From an optimization exercise on the open Yosys and OpenROAD flow, aimed at small area; shortcuts taken in it are not production practice. Function was checked by simulation only, so behaviour that the tests miss may differ from the original. Power is estimated from default activity; no workload was simulated.

## try-lagoon
## ulpdac_rb
module ulpdac_rb (
    input  wire        clk,
    input  wire        rst,
    input  wire        h_valid,
    input  wire [2:0]  h_op,
    input  wire [15:0] h_addr,
    input  wire [31:0] h_wdata,
    output reg         h_rvalid,
    output reg  [31:0] h_rdata,
    output reg         im_re,
    output reg  [10:0] im_addr,
    input  wire [31:0] im_rdata,
    output reg         hm_re,
    output reg         hm_we,
    output reg  [10:0] hm_addr,
    output reg  [31:0] hm_wdata,
    input  wire [31:0] hm_rdata,
    output reg  [7:0]  dac_out,
    output reg         dac_strobe
);
For scale: roughly 1,400 cells after synthesis, about 140 flip-flops.
Settings: LEC_CHECK=0, CAP_MARGIN=20, CORE_MARGIN=2, CORE_UTILIZATION=40, CTS_BUF_LIST=sky130_fd_sc_hd__clkbuf_8, PLACE_DENSITY=0.6, SLEW_MARGIN=20; clock period 12.0 ns.
standard.sh (not shown) runs the stock make flow with config.mk's settings and CLKGATE_MAP_FILE= SYNTH_SCRIPT=/design/flow/synth_recipe.tcl, a recipe that flattens the netlist after the stock synthesis.
==> flow/flow/run.sh <==
#!/bin/bash
# The standard layout (standard.sh), with two changes:
#  - synthesis maps the logic with an area-oriented ABC script (flow/abc_area.script)
#    instead of ORFS's speed script; everything else in synthesis is the standard flow's own
#    (synth_recipe.tcl and ORFS's synth.tcl, unchanged);
#  - the port buffers that global placement inserts are sky130_fd_sc_hd__buf_1.
# Each tool's output is in orfs/logs/; make's output in standard.log.
set -euo pipefail
HERE=$(pwd)
awk -v a="$HERE/flow/abc_area.script" '{print} /source .*synth_preamble.tcl/ {print "set abc_args [lreplace $abc_args 1 1 " a "]"}' \
    "$FLOW_HOME/scripts/synth.tcl" > my_synth.tcl
sed "s|source \$::env(SCRIPTS_DIR)/synth.tcl|source $HERE/my_synth.tcl|" synth_recipe.tcl > my_synth_recipe.tcl
grep -q "my_synth.tcl" my_synth_recipe.tcl
sed "s|SYNTH_SCRIPT=[^ ]*|SYNTH_SCRIPT=$HERE/my_synth_recipe.tcl|" standard.sh > my_standard.sh
grep -q "my_synth_recipe.tcl" my_standard.sh
export BUFFER_PORTS_ARGS="-buffer_cell sky130_fd_sc_hd__buf_1"
bash my_standard.sh > standard.log 2>&1
==> flow/flow/abc_area.script <==
strash
dch -f
amap
strash
dch -f
amap
topo
Setup changes, try-lagoon to try-yarrow
Settings: CTS_BUF_LIST removed (was sky130_fd_sc_hd__clkbuf_8).
==> flow/run.sh (new file) <==
#!/bin/bash
# synth_recipe.tcl (not shown) runs the flow's synth.tcl, then flattens the netlist and writes it again
# the make line also repeats each setting of config.mk as NAME=value (left out here)
make -C /OpenROAD-flow-scripts/flow DESIGN_CONFIG=/design/flow/config.mk WORK_HOME=/design/flow/orfs CLKGATE_MAP_FILE= SYNTH_SCRIPT=/design/flow/synth_recipe.tcl finish
removed: flow/flow/run.sh
removed: flow/flow/abc_area.script
removed: flow/standard.sh
Notes after the runs:
Number of non-clock inverters, try-yarrow vs try-lagoon: down by more than half
Setup slack of the most critical reg-to-reg path: lower on try-lagoon
The multi-input combinational area share in try-yarrow was higher than what try-lagoon gave.
In try-yarrow, the growth of design area from synthesis to finish came out 7.4 points above the value in try-lagoon.
Looking only at sequential share of cell area, and setting everything else aside, the lower value of try-yarrow and try-lagoon goes to try-yarrow.
try-yarrow ends up with lower critical path depth than try-lagoon does.
There was hardly any difference in final worst-path cycle share between try-yarrow and try-lagoon.
Going from try-lagoon to try-yarrow, setup slack of the critical path after layout closely matched the old numbers; number of antenna violations at the first check in global routing increased by 1 relative to the old numbers; routed wire length increased by 8.3% relative to the old numbers.
| via count of the first global-routing pass | try-yarrow vs try-lagoon | about 5% higher |
Here is what was changed in the inputs of try-violet compared with try-yarrow.
Settings: GPL_TIMING_DRIVEN newly set to 0.
==> flow/flow/run.sh (new file) <==
#!/bin/bash
# The standard layout (standard.sh), with two changes:
#  - synthesis maps the logic with an area-oriented ABC script (flow/abc_area.script)
#    instead of ORFS's speed script; everything else in synthesis is the standard flow's own
#    (synth_recipe.tcl and ORFS's synth.tcl, unchanged);
#  - the port buffers that global placement inserts are sky130_fd_sc_hd__buf_1.
# Each tool's output is in orfs/logs/; make's output in standard.log.
set -euo pipefail
HERE=$(pwd)
awk -v a="$HERE/flow/abc_area.script" '{print} /source .*synth_preamble.tcl/ {print "set abc_args [lreplace $abc_args 1 1 " a "]"}' \
    "$FLOW_HOME/scripts/synth.tcl" > my_synth.tcl
sed "s|source \$::env(SCRIPTS_DIR)/synth.tcl|source $HERE/my_synth.tcl|" synth_recipe.tcl > my_synth_recipe.tcl
grep -q "my_synth.tcl" my_synth_recipe.tcl
sed "s|SYNTH_SCRIPT=[^ ]*|SYNTH_SCRIPT=$HERE/my_synth_recipe.tcl|" standard.sh > my_standard.sh
grep -q "my_synth_recipe.tcl" my_standard.sh
export BUFFER_PORTS_ARGS="-buffer_cell sky130_fd_sc_hd__buf_1"
export SYNTH_INSBUF=0
export CTS_ARGS="-sink_clustering_enable -repair_clock_nets -dont_use_dummy_load -buf_list sky130_fd_sc_hd__clkbuf_8"
bash my_standard.sh > standard.log 2>&1
==> flow/flow/abc_area.script (new file) <==
strash
dch -f
amap
strash
dch -f
amap
topo
==> flow/standard.sh (new file) <==
#!/bin/bash
# synth_recipe.tcl (not shown) runs the flow's synth.tcl, then flattens the netlist and writes it again
# the make line also repeats each setting of config.mk as NAME=value (left out here)
make -C /OpenROAD-flow-scripts/flow DESIGN_CONFIG=/design/flow/config.mk WORK_HOME=/design/flow/orfs CLKGATE_MAP_FILE= SYNTH_SCRIPT=/design/flow/synth_recipe.tcl "${@:-finish}"
removed: flow/run.sh
--- outcome ---
Delta (try-violet minus try-yarrow): wire length of the first global-routing pass went down 11%, die area went down about 14%, final critical-path setup slack went down 360 ps. The group with the largest share of power comes out the clock network in one run and registers in the other, namely in try-yarrow and try-violet respectively. No run among try-yarrow and try-violet stopped early or left any final violation; all are clean. Re total number of cells along the worst setup path: try-yarrow was lower than try-violet. try-violet vs. try-yarrow: layout-stage area growth over the synthesis result shows a reduction of 6.8 points, maximum frequency shows a reduction of 3.1%, core region area shows a reduction of 15%, switching share of power shows no meaningful change, total global-route track usage shows an increase of 0.82 points.
### try-violet -> try-xenon
Settings: removing GPL_TIMING_DRIVEN (formerly 0).
-- flow/flow/run.sh --
<<< try-violet, line 16
export BUFFER_PORTS_ARGS="-buffer_cell sky130_fd_sc_hd__buf_1"
export SYNTH_INSBUF=0
export CTS_ARGS="-sink_clustering_enable -repair_clock_nets -dont_use_dummy_load -buf_list sky130_fd_sc_hd__clkbuf_8"
bash my_standard.sh > standard.log 2>&1
>>> try-xenon, line 16
export BUFFER_PORTS_ARGS="-buffer_cell sky130_fd_sc_hd__buf_1"
export SYNTH_INSBUF=0
bash my_standard.sh > standard.log 2>&1
Share of total power in combinational logic for try-xenon is lower than for try-violet. Row length of routed met2 wiring: try-xenon higher / try-violet lower. Sort try-violet and try-xenon by total power asc -> top: try-violet. Summary of try-xenon over try-violet: internal power consumption went up by 27%, met3 track demand over resource in global routing went up by 0.40 points, finished layout cell area went up by about 2.8%.

-- re-timing with driven ports --
No port has a modelled driver above. Below, the same layouts with a new extraction and two added sets of constraints.
Step 1, drivers: a clkbuf_16 drives clk and a buf_2 each remaining input, both assumed.
Step 2 times the ports against the registers' clock, not the clock port: input delays grow and output delays shrink by t, the midpoint of the rising clock arrivals with the driver on.
a / b / c = no drivers / after step 1 / after step 2; a / b = the first two.
run | t (ns) | setup slack, ns | slew at the worst register clock pin (ns)
try-lagoon | 0.506 | 0.674 / 0.652 / 0.652 | 0.11 / 0.11
try-yarrow | 0.488 | 0.676 / 0.646 / 0.646 | 0.08 / 0.08
try-violet | 0.495 | 0.316 / 0.289 / 0.289 | 0.11 / 0.11
try-xenon | 0.477 | 0.670 / 0.643 / 0.643 | 0.08 / 0.08
After both steps every run listed still meets setup and hold. For try-yarrow, which loses most, drivers alone change the setup slack by -0.030 ns; drivers and shift together by -0.030 ns.
